Source: an optimization exercise on an open RTL-to-GDS flow (aim: small area, a short achievable clock period and few clock cycles). Production flows keep margins and buffers that such runs may drop.
In this exercise RTL edits were held to simulation tests only and were not proved equivalent to the original.
Power and IR drop assume default switching activity.

### config.mk
export PLATFORM = sky130hd
export DESIGN_NAME = fce_hdr
export DESIGN_NICKNAME = fce_hdr
export VERILOG_FILES = /design/flow/design.v
export SDC_FILE = /design/flow/constraint.sdc
export NUM_CORES = 4
export LEC_CHECK = 0
export CAP_MARGIN = 20
export CORE_MARGIN = 2
export CORE_UTILIZATION = 30
export CTS_CLUSTER_SIZE = 20
export PLACE_DENSITY = 0.4
export SETUP_SLACK_MARGIN = 3.6
export SLEW_MARGIN = 20
export TNS_END_PERCENT = 10
### constraint.sdc
create_clock -name core_clock -period 8.0 [get_ports {clk}]
set_input_delay 1.6000 -clock core_clock [delete_from_list [all_inputs] [get_ports {clk}]]
set_output_delay 1.6000 -clock core_clock [all_outputs]
set_load 0.01 [all_outputs]
### design.v
module fce_hdr (
    input             clk,
    input             rst,
    input             bus_req,
    input             bus_we,
    input      [12:0] bus_addr,
    input      [1:0]  bus_size,
    input      [31:0] bus_wdata,
    output            bus_ack,
    output reg        bus_err,
    output reg [31:0] bus_rdata
);
    localparam [15:0]  RECOG_MGMT = 16'h2533;
    localparam [15:0]  RECOG_CTRL = 16'h3B04;
    localparam [15:0]  RECOG_DATA = 16'h0101;
    localparam [3:0] E_OK      = 4'd0;
    localparam [3:0] E_SHORT   = 4'd1;
    localparam [3:0] E_UNKNOWN = 4'd2;
    localparam [3:0] E_BOUNDS  = 4'd4;
    localparam [3:0] E_BADCMD  = 4'd7;
    localparam [3:0] E_REFUSED = 4'd8;
    localparam [3:0] E_NOTDATA = 4'd9;
    localparam [3:0] E_FATAL   = 4'd10;
    localparam [3:0] C_ADDR4    = 4'd1;
    localparam [3:0] C_HDR_ENUM = 4'd2;
    localparam [2:0] M_IDLE  = 3'd0;
    localparam [2:0] M_ENC   = 3'd1;    
    localparam [2:0] M_DCHK1 = 3'd2;    
    localparam [2:0] M_DCHK2 = 3'd3;    
    localparam [2:0] M_DCHK3 = 3'd5;    
    localparam [2:0] M_DFILL = 3'd4;    
    localparam [2:0] M_PF1   = 3'd6;    
    localparam [2:0] M_PF2   = 3'd7;    
    reg [3:0]  st_err;
    reg        st_fatal;
    reg [3:0]  st_fcause;
    reg [7:0]  st_last_opc;
    reg [11:0] buf_off;
    reg [12:0] in_len;
    reg [5:0]  result_len;      
    reg [15:0] hs_fc;
    reg [15:0] hs_dur;
    reg [47:0] hs_a1;
    reg [47:0] hs_a2;
    reg [47:0] hs_a3;
    reg [47:0] hs_a4;
    reg [15:0] hs_seq;
    reg [15:0] hs_qos;
    reg [31:0] hs_htc;
    reg [12:0] hz;
    reg        hclr_d;          
    wire [12:0] hz_e = hclr_d ? 13'd0 : hz;
    wire [15:0] hdr_fc  = hz_e[0]  ? hs_fc  : 16'd0;
    reg        res_ok;
    reg        res_tods;
    reg        res_fromds;
    reg [47:0] res_s1;
    reg [47:0] res_s2;
    reg [47:0] res_s3;
    reg [47:0] res_s4;
    reg [7:0]  res_z;           
    reg [1023:0] fbuf;          
    reg [2:0]  mv;
    reg [4:0]  mv_ptr;          
    reg [1:0]  mv_ph;           
    reg [3:0]  mv_cnt;          
    reg [3:0]  mv_lw;           
    reg [1:0]  mv_ll;           
    reg        mv_h4;
    reg [31:0] mv_prev;         
    function recognized(input [15:0] fc);
        begin
            case (fc[3:2])
                2'd0:    recognized = RECOG_MGMT[fc[7:4]];
                2'd1:    recognized = RECOG_CTRL[fc[7:4]];
                2'd2:    recognized = RECOG_DATA[fc[7:4]];
                default: recognized = 1'b0;
            endcase
        end
    endfunction
    function has4(input [15:0] fc);
        has4 = (fc[3:2] == 2'd2) && fc[8] && fc[9];
    endfunction
    function [5:0] hdr_size(input [15:0] fc);
        begin
            if (fc[3:2] == 2'd0)
                hdr_size = 6'd24;
            else if (fc[3:2] == 2'd1)
                hdr_size = (fc[7:5] == 3'b110) ? 6'd10 : 6'd16;
            else
                case ({fc[8] & fc[9], fc[7], fc[15]})
                    3'b000, 3'b001: hdr_size = 6'd24;
                    3'b010:         hdr_size = 6'd26;
                    3'b011:         hdr_size = 6'd30;
                    3'b100, 3'b101: hdr_size = 6'd30;
                    3'b110:         hdr_size = 6'd32;
                    default:        hdr_size = 6'd36;
                endcase
        end
    endfunction
    function [5:0] hdr_szm1(input [15:0] fc);
        begin
            if (fc[3:2] == 2'd0)
                hdr_szm1 = 6'd23;
            else if (fc[3:2] == 2'd1)
                hdr_szm1 = (fc[7:5] == 3'b110) ? 6'd9 : 6'd15;
            else
                case ({fc[8] & fc[9], fc[7], fc[15]})
                    3'b000, 3'b001: hdr_szm1 = 6'd23;
                    3'b010:         hdr_szm1 = 6'd25;
                    3'b011:         hdr_szm1 = 6'd29;
                    3'b100, 3'b101: hdr_szm1 = 6'd29;
                    3'b110:         hdr_szm1 = 6'd31;
                    default:        hdr_szm1 = 6'd35;
                endcase
        end
    endfunction
    function len_short(input [12:0] len, input [15:0] fc);
        reg hi;
        begin
            hi = (len[12:6] != 7'd0);
            if (fc[3:2] == 2'd0)
                len_short = !hi && len[5:0] < 6'd24;
            else if (fc[3:2] == 2'd1)
                len_short = !hi && ((fc[7:5] == 3'b110) ? len[5:0] < 6'd10 : len[5:0] < 6'd16);
            else
                case ({fc[8] & fc[9], fc[7], fc[15]})
                    3'b000, 3'b001: len_short = !hi && len[5:0] < 6'd24;
                    3'b010:         len_short = !hi && len[5:0] < 6'd26;
                    3'b011:         len_short = !hi && len[5:0] < 6'd30;
                    3'b100, 3'b101: len_short = !hi && len[5:0] < 6'd30;
                    3'b110:         len_short = !hi && len[5:0] < 6'd32;
                    default:        len_short = !hi && len[5:0] < 6'd36;
                endcase
        end
    endfunction
    wire       is_buf = bus_addr[12];
    wire [5:0] ridx   = bus_addr[7:2];       
    wire [4:0] bword  = bus_addr[6:2];       
    reg reg_mapped;
    always @(*) begin
        case (ridx)
            6'h00, 6'h01, 6'h02, 6'h03, 6'h04, 6'h05, 6'h06, 6'h07, 6'h08,
            6'h10, 6'h11, 6'h12, 6'h13, 6'h14, 6'h15, 6'h16, 6'h17, 6'h18,
            6'h19, 6'h1A, 6'h1B, 6'h1C,
            6'h20, 6'h21, 6'h22, 6'h23, 6'h24, 6'h25, 6'h26, 6'h27, 6'h28,
            6'h29, 6'h2A:
                reg_mapped = 1'b1;
            default:
                reg_mapped = 1'b0;
        endcase
    end
    wire buf_aligned = (bus_size == 2'd0) ||
                       (bus_size == 2'd1 && bus_addr[0] == 1'b0) ||
                       (bus_size == 2'd2 && bus_addr[1:0] == 2'b00);
    wire buf_legal = (bus_size != 2'd3) && buf_aligned && (bus_addr[11:7] == 5'd0);
    wire reg_legal = (bus_size == 2'd2) && (bus_addr[1:0] == 2'b00) &&
                     (bus_addr[11:8] == 4'd0) && reg_mapped;
    wire acc_legal = is_buf ? buf_legal : reg_legal;
    wire [7:0]  w_opc     = bus_wdata[7:0];
    wire        w_illegal = (w_opc > 8'h05) || (bus_wdata[31:8] != 24'd0);
    wire mv_pf   = (mv == M_PF1) || (mv == M_PF2);
    wire mv_busy = (mv != M_IDLE) && !mv_pf;
    wire mv_dec  = (mv == M_DCHK1) || (mv == M_DCHK2) || (mv == M_DCHK3) ||
                   (mv == M_DFILL) || mv_pf;
    wire mv_chk  = (mv == M_DCHK1) || (mv == M_DCHK2) || (mv == M_DCHK3);
    wire is_hdr  = (ridx[5:4] == 2'b01);
    function [3:0] hdr_lastw(input [3:0] idx, input h4);
        begin
            case (idx)
                4'h0, 4'h1: hdr_lastw = 4'd0;
                4'h2:       hdr_lastw = 4'd1;
                4'h3:       hdr_lastw = 4'd2;
                4'h4, 4'h5: hdr_lastw = 4'd3;
                4'h6:       hdr_lastw = 4'd4;
                4'h7, 4'hA: hdr_lastw = 4'd5;
                4'h8:       hdr_lastw = 4'd6;
                4'h9:       hdr_lastw = 4'd7;
                4'hB:       hdr_lastw = h4 ? 4'd7 : 4'd6;
                default:    hdr_lastw = h4 ? 4'd8 : 4'd7;
            endcase
        end
    endfunction
    reg res_pend;    
    reg mv_stall;
    always @(*) begin
        mv_stall = 1'b0;
        if (mv_busy) begin
            if (bus_we)
                mv_stall = 1'b1;
            else if (mv_chk)
                mv_stall = !is_buf && (ridx == 6'h05 || ridx == 6'h08);
        end
        if (mv_pf)
            mv_stall = bus_we && (is_buf || (ridx == 6'h04 && bus_wdata[7:0] == 8'h03));
    end
    wire       is_small = !is_buf && (ridx[5:4] == 2'b00);
    wire [6:0] cur_loc  = {is_buf, ridx};
    wire       rd_pred  = bus_req && !bus_we && acc_legal && !is_small;
    reg  [6:0]  pr_loc;
    reg  [6:0]  pr_nxt;          
    reg         pr_v;
    reg  [31:0] pr_d;
    wire        pr_hit  = pr_v && (cur_loc == pr_loc);
    wire        stall   = mv_stall || (rd_pred && !pr_hit);
    assign bus_ack = bus_req && !stall;
    wire   fire    = bus_req && !stall && acc_legal;
    wire   reg_wr  = fire && bus_we && !is_buf;
    wire   buf_wr  = fire && bus_we && is_buf;
    wire   cmd_run = reg_wr && ridx == 6'h04 && !st_fatal && !w_illegal;
    wire [6:0]  pr_sel = pr_v ? pr_nxt : pr_loc;
    wire [5:0]  pidx   = pr_sel[5:0];
    wire [4:0]  rsel  = mv_dec ? mv_ptr : pr_sel[4:0];
    reg  [31:0] rword;
    integer ri;
    always @(*) begin
        rword = fbuf[31:0];
        for (ri = 1; ri < 32; ri = ri + 1)
            if (rsel == ri) rword = fbuf[ri*32 +: 32];
    end
    reg [31:0] buf_rval;
    always @(*) begin
        case (bus_size)
            2'd0: case (bus_addr[1:0])
                2'd0:    buf_rval = {24'd0, pr_d[7:0]};
                2'd1:    buf_rval = {24'd0, pr_d[15:8]};
                2'd2:    buf_rval = {24'd0, pr_d[23:16]};
                default: buf_rval = {24'd0, pr_d[31:24]};
            endcase
            2'd1:    buf_rval = {16'd0, bus_addr[1] ? pr_d[31:16] : pr_d[15:0]};
            default: buf_rval = pr_d;
        endcase
    end
    reg [31:0] small_rval;
    always @(*) begin
        case (ridx[3:0])
            4'h0: small_rval = 32'h46434501;
            4'h1: small_rval = {RECOG_CTRL, RECOG_MGMT};
            4'h2: small_rval = {16'd0, RECOG_DATA};
            4'h3: small_rval = 32'd128;
            4'h5: small_rval = {8'd0, st_last_opc, st_fcause, 3'd0, st_fatal, 4'd0, st_err};
            4'h6: small_rval = {20'd0, buf_off};
            4'h7: small_rval = {19'd0, in_len};
            4'h8: small_rval = {26'd0, result_len};
            default: small_rval = 32'd0;    
        endcase
    end
    wire res_is4 = res_tods & res_fromds;
    wire [31:0] reg_rval =
        ({32{pidx == 6'h10 && hz_e[0]}}  & {16'd0, hs_fc}) |
        ({32{pidx == 6'h11 && hz_e[1]}}  & {16'd0, hs_dur}) |
        ({32{pidx == 6'h12 && hz_e[2]}}  & hs_a1[31:0]) |
        ({32{pidx == 6'h13 && hz_e[3]}}  & {16'd0, hs_a1[47:32]}) |
        ({32{pidx == 6'h14 && hz_e[4]}}  & hs_a2[31:0]) |
        ({32{pidx == 6'h15 && hz_e[5]}}  & {16'd0, hs_a2[47:32]}) |
        ({32{pidx == 6'h16 && hz_e[6]}}  & hs_a3[31:0]) |
        ({32{pidx == 6'h17 && hz_e[7]}}  & {16'd0, hs_a3[47:32]}) |
        ({32{pidx == 6'h18 && hz_e[8]}}  & hs_a4[31:0]) |
        ({32{pidx == 6'h19 && hz_e[9]}}  & {16'd0, hs_a4[47:32]}) |
        ({32{pidx == 6'h1A && hz_e[10]}} & {16'd0, hs_seq}) |
        ({32{pidx == 6'h1B && hz_e[11]}} & {16'd0, hs_qos}) |
        ({32{pidx == 6'h1C && hz_e[12]}} & hs_htc) |
        ({32{pidx == 6'h20}} & {27'd0, res_ok & res_is4, res_ok & res_is4, res_ok & !res_is4,
                                res_ok, res_ok});
        wire       role_da  = (pidx == 6'h21 || pidx == 6'h22);
    wire       role_sa  = (pidx == 6'h23 || pidx == 6'h24);
    wire       role_bs  = (pidx == 6'h25 || pidx == 6'h26);
    wire       role_ra  = (pidx == 6'h27 || pidx == 6'h28);
    wire       role_ta  = (pidx == 6'h29 || pidx == 6'h2A);
    wire sel_s1 = res_ok && ((role_da && !res_tods) || (role_bs && res_tods && !res_fromds) ||
                             (role_ra && res_is4));
    wire sel_s2 = res_ok && ((role_sa && !res_fromds) || (role_bs && !res_tods && res_fromds) ||
                             (role_ta && res_is4));
    wire sel_s3 = res_ok && ((role_da && res_tods) || (role_sa && !res_tods && res_fromds) ||
                             (role_bs && !res_tods && !res_fromds));
    wire sel_s4 = res_ok && (role_sa && res_is4);
    wire [31:0] res_rval = pidx[0] ?
        (({32{sel_s1 && res_z[0]}} & res_s1[31:0]) | ({32{sel_s2 && res_z[2]}} & res_s2[31:0]) |
         ({32{sel_s3 && res_z[4]}} & res_s3[31:0]) | ({32{sel_s4 && res_z[6]}} & res_s4[31:0])) :
        {16'd0, ({16{sel_s1 && res_z[1]}} & res_s1[47:32]) | ({16{sel_s2 && res_z[3]}} & res_s2[47:32]) |
                ({16{sel_s3 && res_z[5]}} & res_s3[47:32]) | ({16{sel_s4 && res_z[7]}} & res_s4[47:32])};
    always @(*) begin
        bus_err   = !acc_legal;
        bus_rdata = is_small ? small_rval : buf_rval;
    end
    wire [31:0] pr_fetch = pr_sel[6] ? rword : (reg_rval | res_rval);
    wire        fc_recog = recognized(hdr_fc);
    wire [5:0]  fc_size  = hdr_size(hdr_fc);
    wire        fc_data  = (hdr_fc[3:2] == 2'd2);
    wire [5:0]  enc_e    = hdr_szm1(hdr_fc) + {4'd0, buf_off[1:0]};
    wire [5:0]  enc_lastw = {1'b0, buf_off[6:2]} + {2'd0, enc_e[5:2]};
    wire        enc_oob  = (buf_off[11:7] != 5'd0) || enc_lastw[5];
    wire [8:0]  dec_sum  = {2'd0, buf_off[6:0]} + {1'b0, in_len[7:0]};
    wire        dec_oob  = (buf_off[11:7] != 5'd0) || (in_len[12:8] != 5'd0) ||
                           (dec_sum > 9'd128);
    wire        len_lt2  = (in_len[12:1] == 12'd0);
    wire        len_lt30 = (in_len[12:5] == 8'd0) && (in_len[4:1] != 4'hF);
    reg  [7:0]  d_hi;
    wire [15:0] d_fc   = (mv_ph == 2'd0) ? mv_prev[15:0] :
                         (mv_ph == 2'd1) ? mv_prev[23:8] :
                         (mv_ph == 2'd2) ? mv_prev[31:16] : {d_hi, mv_prev[31:24]};
    wire        d_rec  = recognized(d_fc);
    wire        d_h4   = has4(d_fc);
    wire [5:0]  d_size = hdr_size(d_fc);
    wire [5:0]  d_szm1 = hdr_szm1(d_fc);
    wire        d_short = len_short(in_len, d_fc);
    reg [31:0] hword_s;
    reg [1:0]  hword_z;
    always @(*) begin
        case (mv_cnt)
            4'd0:    begin hword_s = {hs_dur, hs_fc};                hword_z = {hz_e[1], hz_e[0]};   end
            4'd1:    begin hword_s = hs_a1[31:0];                    hword_z = {hz_e[2], hz_e[2]};   end
            4'd2:    begin hword_s = {hs_a2[15:0], hs_a1[47:32]};    hword_z = {hz_e[4], hz_e[3]};   end
            4'd3:    begin hword_s = hs_a2[47:16];                   hword_z = {hz_e[5], hz_e[4]};   end
            4'd4:    begin hword_s = hs_a3[31:0];                    hword_z = {hz_e[6], hz_e[6]};   end
            4'd5:    begin hword_s = {hs_seq, hs_a3[47:32]};         hword_z = {hz_e[10], hz_e[7]};  end
            4'd6:    if (mv_h4) begin hword_s = hs_a4[31:0];         hword_z = {hz_e[8], hz_e[8]};   end
                     else begin hword_s = {hs_htc[15:0], hs_qos};    hword_z = {hz_e[12], hz_e[11]}; end
            4'd7:    if (mv_h4) begin hword_s = {hs_qos, hs_a4[47:32]}; hword_z = {hz_e[11], hz_e[9]}; end
                     else begin hword_s = {16'd0, hs_htc[31:16]};    hword_z = {1'b0, hz_e[12]};   end
            4'd8:    begin hword_s = hs_htc;                         hword_z = {hz_e[12], hz_e[12]}; end
            default: begin hword_s = 32'd0;                          hword_z = 2'b00;            end
        endcase
    end
    wire [31:0] hword = hword_s & {{16{hword_z[1]}}, {16{hword_z[0]}}};
    reg [31:0] enc_lanes;
    always @(*) begin
        case (mv_ph)
            2'd0:    enc_lanes = hword;
            2'd1:    enc_lanes = {hword[23:0], mv_prev[31:24]};
            2'd2:    enc_lanes = {hword[15:0], mv_prev[31:16]};
            default: enc_lanes = {hword[7:0],  mv_prev[31:8]};
        endcase
    end
    wire       mv_first = (mv_cnt == 4'd0);
    wire       mv_lastw = (mv_cnt == mv_lw);
    reg  [3:0] enc_mask;
    always @(*) begin
        enc_mask[0] = !mv_first || mv_ph == 2'd0;
        enc_mask[1] = (!mv_first || mv_ph <= 2'd1) && (!mv_lastw || mv_ll >= 2'd1);
        enc_mask[2] = (!mv_first || mv_ph <= 2'd2) && (!mv_lastw || mv_ll >= 2'd2);
        enc_mask[3] = !mv_lastw || mv_ll == 2'd3;
    end
    wire enc_last = mv_lastw;
    reg [31:0] dec_word;
    always @(*) begin
        case (mv_ph)
            2'd0:    dec_word = mv_prev;
            2'd1:    dec_word = {rword[7:0],  mv_prev[31:8]};
            2'd2:    dec_word = {rword[15:0], mv_prev[31:16]};
            default: dec_word = {rword[23:0], mv_prev[31:24]};
        endcase
    end
    wire        dec_last  = mv_lastw;
    reg [35:0] wen;
    integer k;
    always @(*) begin
        for (k = 0; k < 36; k = k + 1)
            wen[k] = (mv == M_DFILL) && (mv_cnt == k / 4) && (!mv_lastw || (k % 4) < 2 || mv_ll[1]);
    end
    wire        enc_on = (mv == M_ENC);
    wire [4:0]  wsel   = enc_on ? mv_ptr : bword;
    reg  [3:0]  bmask;
    always @(*) begin
        case (bus_size)
            2'd0:    bmask = 4'b0001 << bus_addr[1:0];
            2'd1:    bmask = bus_addr[1] ? 4'b1100 : 4'b0011;
            default: bmask = 4'b1111;
        endcase
    end
    wire [3:0]  wmask  = enc_on ? enc_mask : (buf_wr ? bmask : 4'b0000);
    wire [31:0] blanes = {(bus_size == 2'd0) ? bus_wdata[7:0] :
                          (bus_size == 2'd1) ? bus_wdata[15:8] : bus_wdata[31:24],
                          (bus_size == 2'd2) ? bus_wdata[23:16] : bus_wdata[7:0],
                          (bus_size == 2'd0) ? bus_wdata[7:0] : bus_wdata[15:8],
                          bus_wdata[7:0]};
    wire [31:0] wlanes = enc_on ? enc_lanes : blanes;
    integer wi, li;
    always @(posedge clk) begin
        for (wi = 0; wi < 32; wi = wi + 1)
            for (li = 0; li < 4; li = li + 1)
                if (!rst && wsel == wi && wmask[li])
                    fbuf[wi*32 + li*8 +: 8] <= wlanes[li*8 +: 8];
    end
    task finish_cmd(input [3:0] err, input [5:0] rlen);
        begin
            st_err     <= err;
            result_len <= rlen;
        end
    endtask
    task raise_fatal(input [3:0] cause);
        begin
            st_err     <= E_FATAL;
            st_fatal   <= 1'b1;
            st_fcause  <= cause;
            result_len <= 6'd0;
        end
    endtask
    reg fc_ok;     
    integer i;
    always @(posedge clk) begin
        if (rst) begin
            st_err      <= E_OK;
            st_fatal    <= 1'b0;
            st_fcause   <= 4'd0;
            st_last_opc <= 8'd0;
            buf_off     <= 12'd0;
            in_len      <= 13'd0;
            result_len  <= 6'd0;
            res_ok      <= 1'b0;
            res_tods    <= 1'b0;
            res_fromds  <= 1'b0;
            mv          <= M_IDLE;
            fc_ok       <= 1'b0;
        end else begin
            case (mv)
            M_ENC: begin
                mv_prev <= hword;
                mv_ptr  <= mv_ptr + 5'd1;
                mv_cnt  <= mv_cnt + 4'd1;
                if (enc_last) mv <= M_IDLE;
            end
            M_DCHK1, M_PF1: begin
                mv_prev <= rword;
                mv_ptr  <= mv_ptr + 5'd1;
                if (mv_ph == 2'd3)
                    mv <= (mv == M_PF1) ? M_PF2 : M_DCHK2;
                else if (mv == M_PF1) begin
                    mv    <= M_IDLE;
                    fc_ok <= 1'b1;
                end else
                    mv <= M_DCHK3;
            end
            M_DCHK2, M_PF2: begin
                d_hi <= rword[7:0];
                if (mv == M_PF2) begin
                    mv    <= M_IDLE;
                    fc_ok <= 1'b1;
                end else
                    mv <= M_DCHK3;
            end
            M_DCHK3: begin
                if (!d_rec) begin
                    finish_cmd(E_UNKNOWN, 6'd0);
                    mv <= M_IDLE;
                end else if (d_h4 && len_lt30) begin
                    raise_fatal(C_ADDR4);
                    mv <= M_IDLE;
                end else if (d_short) begin
                    finish_cmd(E_SHORT, 6'd0);
                    mv <= M_IDLE;
                end else begin
                    finish_cmd(E_OK, d_size);
                    mv      <= M_DFILL;
                    mv_cnt  <= 4'd0;
                    mv_lw   <= d_szm1[5:2];
                    mv_ll   <= d_szm1[1:0];
                    mv_h4   <= d_h4;
                end
            end
            M_DFILL: begin
                mv_prev <= rword;
                mv_ptr  <= mv_ptr + 5'd1;
                mv_cnt  <= mv_cnt + 4'd1;
                if (dec_last) mv <= M_IDLE;
            end
            default: ;
            endcase
            if (buf_wr)
                fc_ok <= 1'b0;
            if (reg_wr) begin
                case (ridx)
                6'h06: begin
                    buf_off <= bus_wdata[11:0];
                    fc_ok   <= 1'b0;
                    mv      <= M_PF1;
                    mv_ptr  <= bus_wdata[6:2];
                    mv_ph   <= bus_wdata[1:0];
                end
                6'h07: in_len  <= bus_wdata[12:0];
                6'h04: begin
                    st_last_opc <= w_opc;
                    fc_ok       <= 1'b0;
                    mv          <= M_IDLE;
                    if (st_fatal)
                        finish_cmd(E_REFUSED, 6'd0);
                    else if (w_illegal)
                        finish_cmd(E_BADCMD, 6'd0);
                    else begin
                        case (w_opc[2:0])
                        3'd0:
                            finish_cmd(E_OK, 6'd0);
                        3'd1:
                            if (!fc_recog) raise_fatal(C_HDR_ENUM);
                            else finish_cmd(E_OK, fc_size);
                        3'd2:
                            if (!fc_recog) raise_fatal(C_HDR_ENUM);
                            else if (enc_oob) finish_cmd(E_BOUNDS, 6'd0);
                            else begin
                                finish_cmd(E_OK, fc_size);
                                mv      <= M_ENC;
                                mv_ptr  <= buf_off[6:2];
                                mv_ph   <= buf_off[1:0];
                                mv_cnt  <= 4'd0;
                                mv_lw   <= enc_e[5:2];
                                mv_ll   <= enc_e[1:0];
                                mv_h4   <= has4(hdr_fc);
                            end
                        3'd3:
                            if (dec_oob) finish_cmd(E_BOUNDS, 6'd0);
                            else if (len_lt2) finish_cmd(E_SHORT, 6'd0);
                            else if (!fc_ok) begin
                                mv      <= M_DCHK1;
                                mv_ptr  <= buf_off[6:2];
                                mv_ph   <= buf_off[1:0];
                            end
                            else if (!d_rec) finish_cmd(E_UNKNOWN, 6'd0);
                            else if (d_h4 && len_lt30) raise_fatal(C_ADDR4);
                            else if (d_short) finish_cmd(E_SHORT, 6'd0);
                            else begin
                                finish_cmd(E_OK, d_size);
                                mv      <= M_DFILL;
                                mv_cnt  <= 4'd0;
                                mv_lw   <= d_szm1[5:2];
                                mv_ll   <= d_szm1[1:0];
                                mv_h4   <= d_h4;
                            end
                        3'd4:
                            if (!fc_recog) raise_fatal(C_HDR_ENUM);
                            else if (!fc_data) finish_cmd(E_NOTDATA, 6'd0);
                            else begin
                                finish_cmd(E_OK, 6'd0);
                                res_ok     <= 1'b1;
                                res_tods   <= hdr_fc[8];
                                res_fromds <= hdr_fc[9];
                            end
                        default:          
                            finish_cmd(E_OK, 6'd0);
                        endcase
                    end
                end
                default: ;    
                endcase
            end
        end
    end
    function stale(input [6:0] loc);
        begin
            stale = (fire && bus_we && cur_loc == loc) ||
                    (enc_on && loc[6] && loc[4:0] >= mv_ptr) ||
                    (!loc[6] && loc[5:4] == 2'b01 &&
                     (hclr || mv_chk || (dfill && hdr_lastw(loc[3:0], mv_h4) >= mv_cnt))) ||
                    (!loc[6] && loc[5:4] == 2'b10 && res_pend);
        end
    endfunction
    wire cmd_wr = reg_wr && ridx == 6'h04;
    always @(posedge clk) begin
        if (rst) begin
            pr_v <= 1'b0;
        end else if (cmd_wr) begin
            pr_v <= 1'b0;
            case (w_opc)
                8'h02:   begin pr_loc <= {2'b10, buf_off[6:2]}; pr_nxt <= {2'b10, buf_off[6:2]} + 7'd1; end
                8'h03:   begin pr_loc <= 7'h10; pr_nxt <= 7'h11; end
                8'h04:   begin pr_loc <= 7'h20; pr_nxt <= 7'h21; end
                default: ;
            endcase
        end else if (rd_pred && cur_loc != pr_loc) begin
            pr_v   <= 1'b0;
            pr_loc <= cur_loc;
            pr_nxt <= cur_loc + 7'd1;
        end else if (!pr_v || (rd_pred && !mv_stall)) begin
            pr_d   <= pr_fetch;
            pr_loc <= pr_sel;
            pr_nxt <= pr_sel + 7'd1;
            pr_v   <= !stale(pr_sel) && !(mv_dec && pr_sel[6]);
        end else begin
            pr_v   <= !stale(pr_loc);
        end
    end
    always @(posedge clk) begin
        if (rst)
            res_pend <= 1'b0;
        else
            res_pend <= cmd_run && w_opc[2:0] == 3'd4 && fc_recog && fc_data;
        if (res_pend) begin
            res_s1 <= hs_a1;
            res_s2 <= hs_a2;
            res_s3 <= hs_a3;
            res_s4 <= hs_a4;
            res_z  <= hz_e[9:2];
        end
    end
    wire dchk_ok   = d_rec && !(d_h4 && len_lt30) && !(d_short);
    wire dchk_pass = ((mv == M_DCHK3) ||
                      (cmd_run && w_opc[2:0] == 3'd3 && fc_ok && !(dec_oob) &&
                       !(len_lt2))) && dchk_ok;
    wire hclr = rst || (cmd_run && w_opc[2:0] == 3'd5) || dchk_pass;
    wire dfill = (mv == M_DFILL);
    wire [31:0] hw_s = dfill ? dec_word : bus_wdata;
    wire [31:0] hw_w = dfill ? {dec_word[15:0], dec_word[31:16]} : bus_wdata;
    wire [31:0] hw_q = mv_h4 ? hw_w : hw_s;    
    wire [31:0] hw_h = mv_h4 ? hw_s : hw_w;    
    wire hwr = reg_wr;
    always @(posedge clk) begin
        for (i = 0; i < 2; i = i + 1) begin
            if ((hwr && ridx == 6'h10) || wen[0 + i])  hs_fc[i*8 +: 8]  <= hw_s[i*8 +: 8];
            if ((hwr && ridx == 6'h11) || wen[2 + i])  hs_dur[i*8 +: 8] <= hw_w[i*8 +: 8];
            if ((hwr && ridx == 6'h1A) || wen[22 + i]) hs_seq[i*8 +: 8] <= hw_w[i*8 +: 8];
            if ((hwr && ridx == 6'h1B) || (mv_h4 ? wen[30 + i] : wen[24 + i]))
                hs_qos[i*8 +: 8] <= hw_q[i*8 +: 8];
        end
        for (i = 0; i < 6; i = i + 1) begin
            if ((hwr && ridx == (i < 4 ? 6'h12 : 6'h13)) || wen[4 + i])
                hs_a1[i*8 +: 8] <= hw_s[(i % 4)*8 +: 8];
            if ((hwr && ridx == (i < 4 ? 6'h14 : 6'h15)) || wen[10 + i])
                hs_a2[i*8 +: 8] <= hw_w[(i % 4)*8 +: 8];
            if ((hwr && ridx == (i < 4 ? 6'h16 : 6'h17)) || wen[16 + i])
                hs_a3[i*8 +: 8] <= hw_s[(i % 4)*8 +: 8];
            if ((hwr && ridx == (i < 4 ? 6'h18 : 6'h19)) || (mv_h4 && wen[24 + i]))
                hs_a4[i*8 +: 8] <= hw_s[(i % 4)*8 +: 8];
        end
        for (i = 0; i < 4; i = i + 1) begin
            if ((hwr && ridx == 6'h1C) || (mv_h4 ? wen[32 + i] : wen[26 + i]))
                hs_htc[i*8 +: 8] <= hw_h[i*8 +: 8];
        end
    end
    wire [12:0] hz_set;
    assign hz_set[0]  = (hwr && ridx == 6'h10) || wen[0];
    assign hz_set[1]  = (hwr && ridx == 6'h11) || wen[2];
    assign hz_set[2]  = (hwr && ridx == 6'h12) || wen[4];
    assign hz_set[3]  = (hwr && ridx == 6'h13) || wen[8];
    assign hz_set[4]  = (hwr && ridx == 6'h14) || wen[10];
    assign hz_set[5]  = (hwr && ridx == 6'h15) || wen[14];
    assign hz_set[6]  = (hwr && ridx == 6'h16) || wen[16];
    assign hz_set[7]  = (hwr && ridx == 6'h17) || wen[20];
    assign hz_set[8]  = (hwr && ridx == 6'h18) || (mv_h4 && wen[24]);
    assign hz_set[9]  = (hwr && ridx == 6'h19) || (mv_h4 && wen[28]);
    assign hz_set[10] = (hwr && ridx == 6'h1A) || wen[22];
    assign hz_set[11] = (hwr && ridx == 6'h1B) || (mv_h4 ? wen[30] : wen[24]);
    assign hz_set[12] = (hwr && ridx == 6'h1C) || (mv_h4 ? wen[32] : wen[26]);
    always @(posedge clk) begin
        hclr_d <= hclr;
        hz     <= hz_e | hz_set;
    end
endmodule
### run.sh
#!/bin/bash
# synth_recipe.tcl (not shown) runs the flow's synth.tcl, then flattens the netlist and writes it again
# the make line also repeats each setting of config.mk as NAME=value (left out here)
make -C /OpenROAD-flow-scripts/flow DESIGN_CONFIG=/design/flow/config.mk WORK_HOME=/design/flow/orfs CLKGATE_MAP_FILE= SYNTH_SCRIPT=/design/flow/synth_recipe.tcl finish
==> results of run 1 <==
==> cell usage in the layout, fill, tap and decap left out, types with 72 or more instances in the layout <==
cell       count
buf_6         72
a22oi_1      212
a22o_1        74
mux2i_1      136
edfxtp_1    1611
nand2_1      662
a222oi_1      95
nor2_1       443
buf_4        510
o21ai_0      330
a21oi_1      402
nor3_1       102
clkbuf_16    199
inv_1         84
nand3_1      141
o22ai_1      105
a221oi_1      80
==> sequential cells by signal, summed over array words and instances (netlist names), 8 cells and up <==
name         flops
hs_htc          32
res_z            8
hs_qos          16
mv_prev         32
hz              13
res_s3          48
st_last_opc      8
hs_a2           48
fbuf          1024
in_len          13
res_s4          48
res_s2          48
hs_a4           48
hs_fc           16
buf_off         12
hs_a1           48
hs_a3           48
hs_seq          16
res_s1          48
hs_dur          16
pr_d            32
==> logic make-up after synthesis <==
| family | count (synthesis) |
|---|---|
| adders and majority gates | 48 |
| DFF | 1682 |
| AOI/OAI and AO/OA | 2071 |
| and+or+nand+nor | 1877 |
| muxes | 167 |
| xor gates and xnor gates | 43 |
| buffers and inverters | 524 |
==> synthesized netlist by cell type, drive strengths merged (32+ instances only) <==
library cell / count / area, µm²
mux2i: 144 / 1480
ha: 46 / 576
and2: 32 / 203
nand3: 158 / 823
nand4: 34 / 253
a22oi: 219 / 1650
nor2: 505 / 1940
clkbuf: 288 / 1080
nor2b: 42 / 263
nor4: 48 / 374
nand2: 709 / 2680
edfxtp: 1611 / 48400
buf: 144 / 781
and3: 58 / 368
o211ai: 70 / 541
nor3: 139 / 747
a21oi: 435 / 2190
inv: 92 / 350
o22ai: 129 / 807
a211oi: 77 / 583
o221ai: 35 / 307
a221oi: 87 / 768
a31oi: 63 / 400
a22o: 76 / 666
o21ai: 416 / 2100
dfxtp: 71 / 1420
nand2b: 67 / 419
a222oi: 95 / 951
==> repair_timing <==
action / in CTS / in global routing
resized for setup: 745 / 134
buffers inserted: 219 / 67
pin swaps: 114 / 31
setup endpoints to repair: 2790 / 2194
gates cloned: 13 / 5
==> path summary, 6_finish.rpt <==
kind | from | end | slack, ps | cells after the start
hold reg to reg | hs_a3[42] | res_s3[42] | 440 | 0
setup / recovery | bus_addr[3] | bus_ack | 3140 | 7
setup reg to reg | pr_loc[0] | pr_d[10] | 3270 | 14
hold / removal | hs_a3[42] | res_s3[42] | 440 | 0
==> through the flow <==
stage	utilization (%)	total power [W]
5_1_grt	37.6	0.0238
2_1_floorplan	-	0.0115
6_report	37.6	0.0234
3_3_place_gp	32.8	0.0135
3_5_place_dp	32.8	0.0135
4_1_cts	37.1	0.0233
==> power by group <==
group / switching [W] / internal [W] / leakage [nW]
logic: 0.00309 / 0.00130 / 14.0
clock network: 0.00398 / 0.00526 / 3.13
registers: 0.0000445 / 0.00972 / 15.1
==> cell type report <==
| cell class | count | area [µm²] |
|---|---|---|
| well taps | 3384 | 4230 |
| clock inverters | 110 | 1360 |
| inverters | 92 | 387 |
| diodes | 7 | 17.5 |
| repair buffers | 734 | 7000 |
| multi-input cells | 4210 | 28800 |
| flip-flops and latches | 1682 | 49800 |
| fillers | 25032 | 161000 |
| clock buffers | 251 | 5150 |
==> routing by layer <==
layer	vias to the layer above	share of wire (%)	GRT usage [%]
met4	14	7.6	18.8
met1	33130	38	37.6
li1	26273	-	-
met5	-	0.022	0
met3	1013	8.1	5.38
met2	3871	46	48.8
==> worst max-delay path: stages <==
cell and delay (ps):
buf_12 110, buf_12 130, or2_4 230, or4_4 440, o31a_1 270, o311a_1 330
buf_2 150
==> reports/results.tsv, run 1 <==
stage	metric	value	unit
synthesis	post-synthesis simple-gate area fraction	11.2	%
route	Routed wire per std cell	39.5	µm
route	DRC Markers	0	
timing	Setup WS post-layout	3140	ps
job	max-cap viol count	0	
timing	Fin. Hold Viols	0	
synthesis	sequential area share after synthesis	64.0	%
die	Die ar.	263000	µm²
placed_design	Placed Cells	9797	
route	Iteration-0 DRC Markers	8848	
timing	worst hold slack	444	ps
worst_setup_path	type of destination of the critical path	output port	
worst_setup_path	type of origin of the critical path	input pin	
worst_setup_path	Worst EP arrival	3260	ps
grt	vias in the first global route	61505	
timing	Fin Setup TNS	0	ps
synthesis	adder-cell share of the synthesized area	0.791	%
final_layout	layout cell share with drive strength beyond 1	21.4	%
final_layout	Final Instance Area	96800	µm²
timing	final setup fails	0	
synthesis	Gate Count Post-Synth	6412	
grt	first-pass GRT wire length	549000	µm
outcome	status	timing/DRC/antenna clean	
synthesis	Cell Area, Synth	77800	µm²
die	# IOs	85	
clock_tree	H-tree levels	4	
clock_tree	Root Driver	clkbuf_16	
clock_tree	CTS Hold Bufs	0	
timing	minimum clock period	4860	ps
route	total number of vias	64301	
synthesis	Synth cell types	118	
timing	Clock Skew	84.3	ps
placed_design	dpl hpwl	286000	µm
synthesis	post-synthesis mux area share	2.36	%
synthesis	Mapped Nets	6511	
timing	Final period util	60.8	%
timing	unrepaired setup endpoints after global routing	true	
power	peak supply drop	266	µV
final_layout	Layout area overhead	24.4	%
synthesis	FF+latch count, synth	1682	
route	post-route ant nets	0	
die	Die Height	513	µm
placed_design	GP Congestion	0.941	
clock_tree	CTS tree	yes	
route	vias per cell	6.14	
worst_setup_path	Critical Path RT	6400	ps
placed_design	Placement Cell Area	84400	µm²
die	Core ar.	257000	µm²
hold_path	Hold Path Class	reg -> reg	
power	PD cells	242	nW/µm²
route	Pre-Repair DR Iteration Count	7	
die	Initial Util	30.2	%
synthesis	Syn Area/Cell	12.1	µm²
timing	Tightest Pin Transition	1240	ps
grt	Total GRT Usage	30.3	%
synthesis	largest family of logic cells by synthesized area	compound AO/OA/AOI/OAI gates	
die	# rows	186	
die	chip width	513	µm
timing	worst relative slew slack	16.7	%
synthesis	EDFF count, synth	1611	
clock_tree	clk sink count	1682	
route	routed wire length	414000	µm
clock_tree	CTS buffer count	195	
power	Pleak	32.2	nW
final_layout	Nets	7014	
grt	GR Overflow Total	0	
worst_setup_path	critical-path maximum fanout	4	
clock_tree	Reg clk slew, reported paths	60	ps
synthesis	Top FF cell, synth	edfxtp_1	
grt	largest net degree at the start of global routing	92	
worst_setup_path	Setup CP Type	in -> out	
synthesis	ys async rst share	0	%
synthesis	Syn. warnings	1	
grt	initial antenna violation count	23	
final_layout	Finished Layout Cells	10470	
placed_design	Buffers on Ports	84	
placed_design	pre-CTS setup slack	1080	ps
synthesis	post-synthesis xor/xnor area fraction	0.484	%
timing	FMAX	0.206	GHz
timing	Final Slew Violations	0	
clock_tree	worst skew pair latency	900	ps
clock_tree	largest buffer count on any clock path	3	
synthesis	Synth Area in Compound Gates	18.3	%
Testbench counts, summed over its fixed seeds: cycles 21,043.
==> run 2, diff against run 1 <==
--- a/config.mk
+++ b/config.mk
@@ -12,4 +12,3 @@
 export PLACE_DENSITY = 0.4
-export SETUP_SLACK_MARGIN = 3.6
+export SETUP_SLACK_MARGIN = 3.5
 export SLEW_MARGIN = 20
-export TNS_END_PERCENT = 10
==> reports/results.tsv, run 2 <==
stage	metric	value	unit	change
outcome	status	timing/DRC/antenna clean		
final_layout	layout cell share with drive strength beyond 1	23.9	%	+2.6 points
worst_setup_path	type of destination of the critical path	output port		
power	Tot Pwr	0.0233	W	-0.34%
synthesis	FF+latch count, synth	1682		unchanged
worst_setup_path	Critical Path RT	6400	ps	about the same
die	chip width	513	µm	unchanged
die	# IOs	85		unchanged
timing	final setup fails	0		unchanged
synthesis	count leader, synth	edfxtp_1		
synthesis	Syn Area/Cell	12.1	µm²	unchanged
die	Core ar.	257000	µm²	unchanged
synthesis	ys async rst share	0	%	unchanged
placed_design	Buffers on Ports	84		unchanged
worst_setup_path	CP Launch Point	bus_addr[3]		
synthesis	Cell Area, Synth	77800	µm²	unchanged
final_layout	Top reg by flops	fbuf		
clock_tree	H-tree levels	4		unchanged
grt	vias in the first global route	61237		-0.44%
worst_setup_path	critical-path maximum fanout	4		unchanged
route	post-route ant nets	0		unchanged
placed_design	GP Congestion	0.958		+1.9%
placed_design	dpl hpwl	281000	µm	-1.8%
synthesis	Mapped Nets	6511		unchanged
die	Die Height	513	µm	unchanged
worst_setup_path	R2R Path Start	mv_ph[1]		
final_layout	Final Instance Area	97800	µm²	+1.1%
route	Routed wire per std cell	39.4	µm	-0.20%
clock_tree	Root Driver	clkbuf_16		
final_layout	Nets	7040		+0.37%
grt	Total GRT Usage	30.3	%	about the same
timing	Setup WS post-layout	3000	ps	-139 ps
final_layout	Layout area overhead	25.7	%	
worst_setup_path	type of origin of the critical path	input pin		
timing	Tightest Pin Transition	1370	ps	+133 ps
clock_tree	CTS buffer count	191		-2.1%
synthesis	top-area cell type share of the netlist area	62.2	%	unchanged
final_layout	most common cell after layout, fill and taps aside	edfxtp_1		
timing	Clock Skew	49.0	ps	-35.3 ps
synthesis	sequential area share after synthesis	64.0	%	unchanged
final_layout	most frequent cells in the layout	1611 x edfxtp_1, 660 x nand2_1, 524 x buf_4		
hold_path	worst hold start	st_last_opc[4]		
placed_design	Placement Cell Area	84600	µm²	+0.18%
timing	Final Slew Violations	0		unchanged
synthesis	Syn. warnings	1		unchanged
timing	FMAX	0.200	GHz	-2.8%
timing	unrepaired setup endpoints after global routing	true		
synthesis	EDFF count, synth	1611		unchanged
route	total number of vias	64405		+0.16%
clock_tree	CTS Hold Bufs	0		unchanged
timing	Fin. Hold Viols	0		unchanged
clock_tree	worst skew pair latency	870	ps	-30 ps
die	Die ar.	263000	µm²	unchanged
timing	Fin Setup TNS	0	ps	unchanged
die	# rows	186		unchanged
timing	Final period util	62.5	%	+1.7 points
grt	initial antenna violation count	17		-26%
clock_tree	clk sink count	1682		unchanged
power	Pleak	32.3	nW	about the same
worst_setup_path	Setup CP Type	in -> out		
placed_design	pre-CTS setup slack	1370	ps	+293 ps
grt	largest net degree at the start of global routing	73		-21%
synthesis	largest area contributor in the netlist	edfxtp_1		
clock_tree	largest buffer count on any clock path	3		unchanged
power	peak supply drop	237	µV	-11%
synthesis	Synth top cells by count	1611 x edfxtp_1, 704 x nand2_1, 491 x nor2_1		
hold_path	Hold Path Class	reg -> reg		
job	max-cap viol count	0		unchanged
final_layout	max FFs per register	1024		unchanged
timing	worst relative slew slack	8.72	%	-8.0 points
worst_setup_path	Worst EP arrival	3400	ps	+140 ps
synthesis	Area contributors post-synth	edfxtp_1 62%, nand2_1 3.4%, a21oi_1 2.8%		
timing	minimum clock period	5000	ps	+139 ps
grt	first-pass GRT wire length	548000	µm	-0.12%
synthesis	Top FF cell, synth	edfxtp_1		
route	Iteration-0 DRC Markers	8976		+1.4%
clock_tree	Reg clk slew, reported paths	60	ps	about the same
route	routed wire length	414000	µm	about the same
synthesis	Synth cell types	118		unchanged
route	Pre-Repair DR Iteration Count	10		+3
clock_tree	CTS tree	yes		
route	DRC Markers	0		unchanged
route	vias per cell	6.13		-0.12%
synthesis	Gate Count Post-Synth	6412		unchanged
grt	GR Overflow Total	0		unchanged
die	Initial Util	30.2	%	unchanged
power	PD cells	238	nW/µm²	-1.4%
## run 2: cell counts after synthesis
Identical to the previous run, type by type.
## run 2: stage by stage
stage | hold slack, ps | cells | util (%)
global placement | 442 | 9794 | 32.8
detailed placement | 447 | 9797 | 32.9
CTS | 459 | 10378 | 37.0
finish | 464 | 10500 | 38.0
floorplan | 430 | 6412 | -
global route | 478 | 10496 | 38.0
## run 2: what timing repair did
action,in CTS,in global routing
cloned,11,4
pin swaps,112,87
buffers inserted,207,113
setup endpoints to repair,2755,1518
gates resized for setup,708,369
## run 2: area by class of cell
class                   instances  area (µm²)
inverters                      92         353
clock inverters               127        1270
clock buffers                 236        5000
multi-input cells            4211       29800
flip-flops and latches       1682       49800
diodes                          5        12.5
repair buffers                763        7330
well taps                    3384        4230
fillers                     24969      160000
## run 2: cell families (layout without fill, tap and decap cells)
group / after synthesis / in the layout / share of synthesized area, %
multiplexers: 167 / 169 / 2.36
buffers and inverters: 524 / 1218 / 2.85
flip-flops: 1682 / 1682 / 64.0
XOR/XNOR: 43 / 43 / 0.484
adder cells (fa/ha/maj): 48 / 48 / 0.791
AO/OA/AOI/OAI: 2071 / 2074 / 18.3
other: 0 / 5 / 0
AND/OR/NAND/NOR: 1877 / 1877 / 11.2
## run 2: worst paths after layout
path                                        to  slack (ps)  cells past startpoint
worst max-delay path                   bus_ack        3000                      7
worst min-delay path            st_last_opc[4]         460                      2
worst max register to register       fbuf[567]        3360                      8
worst min register to register  st_last_opc[4]         460                      2
## run 2: worst max-delay path, cell delays in order
cell	delay [ps]
buf_12	110
buf_8	110
or2_4	250
or4_4	500
o31a_1	320
o311a_4	360
buf_6	140
## run 2: layer usage
metal | GRT usage (%) | vias to the layer above | part of all wire (%)
li1 | - | 26327 | -
met1 | 38.1 | 33164 | 38
met2 | 48.4 | 3855 | 46
met3 | 5.32 | 1043 | 8.5
met4 | 18.6 | 16 | 7.4
met5 | 0 | - | 0.071
## run 2: report_power, final
part,internal [W],switching (W)
clock network,0.00508,0.00390
logic,0.00141,0.00315
registers,0.00971,0.0000520
total,0.0162,0.00711

separate check: timing with driven ports:
Ports are ideal in the flow. The routed layouts listed here were re-timed in OpenROAD.
Step 1 (the two cells are an assumption about what drives the block):
set clk [get_ports {clk}]
set_driving_cell -lib_cell sky130_fd_sc_hd__clkbuf_16 $clk
set_driving_cell -lib_cell sky130_fd_sc_hd__buf_2 [delete_from_list [all_inputs] $clk]
Step 2, shift: input delay + t, output delay - t, t = (earliest + latest rising clock arrival at the registers) / 2. This alone moves slack from input paths to output paths.
Three values: ideal, step 1, step 2; two values: the first two.
run	t (ns)	slack for setup (ns)	hold WS [ns]	clock arrival spread, ns	cell pins on the clock port's net
run 1	0.950	3.139 / 3.081 / 2.418	0.444 / 0.444 / 0.444	0.085 / 0.084	1
run 2	0.943	3.000 / 2.951 / 2.484	0.464 / 0.464 / 0.464	0.054 / 0.054	1
After both steps setup and hold are still met in every run listed. For run 1, which loses most, drivers alone change the setup slack by -0.058 ns; drivers and shift together by -0.721 ns.
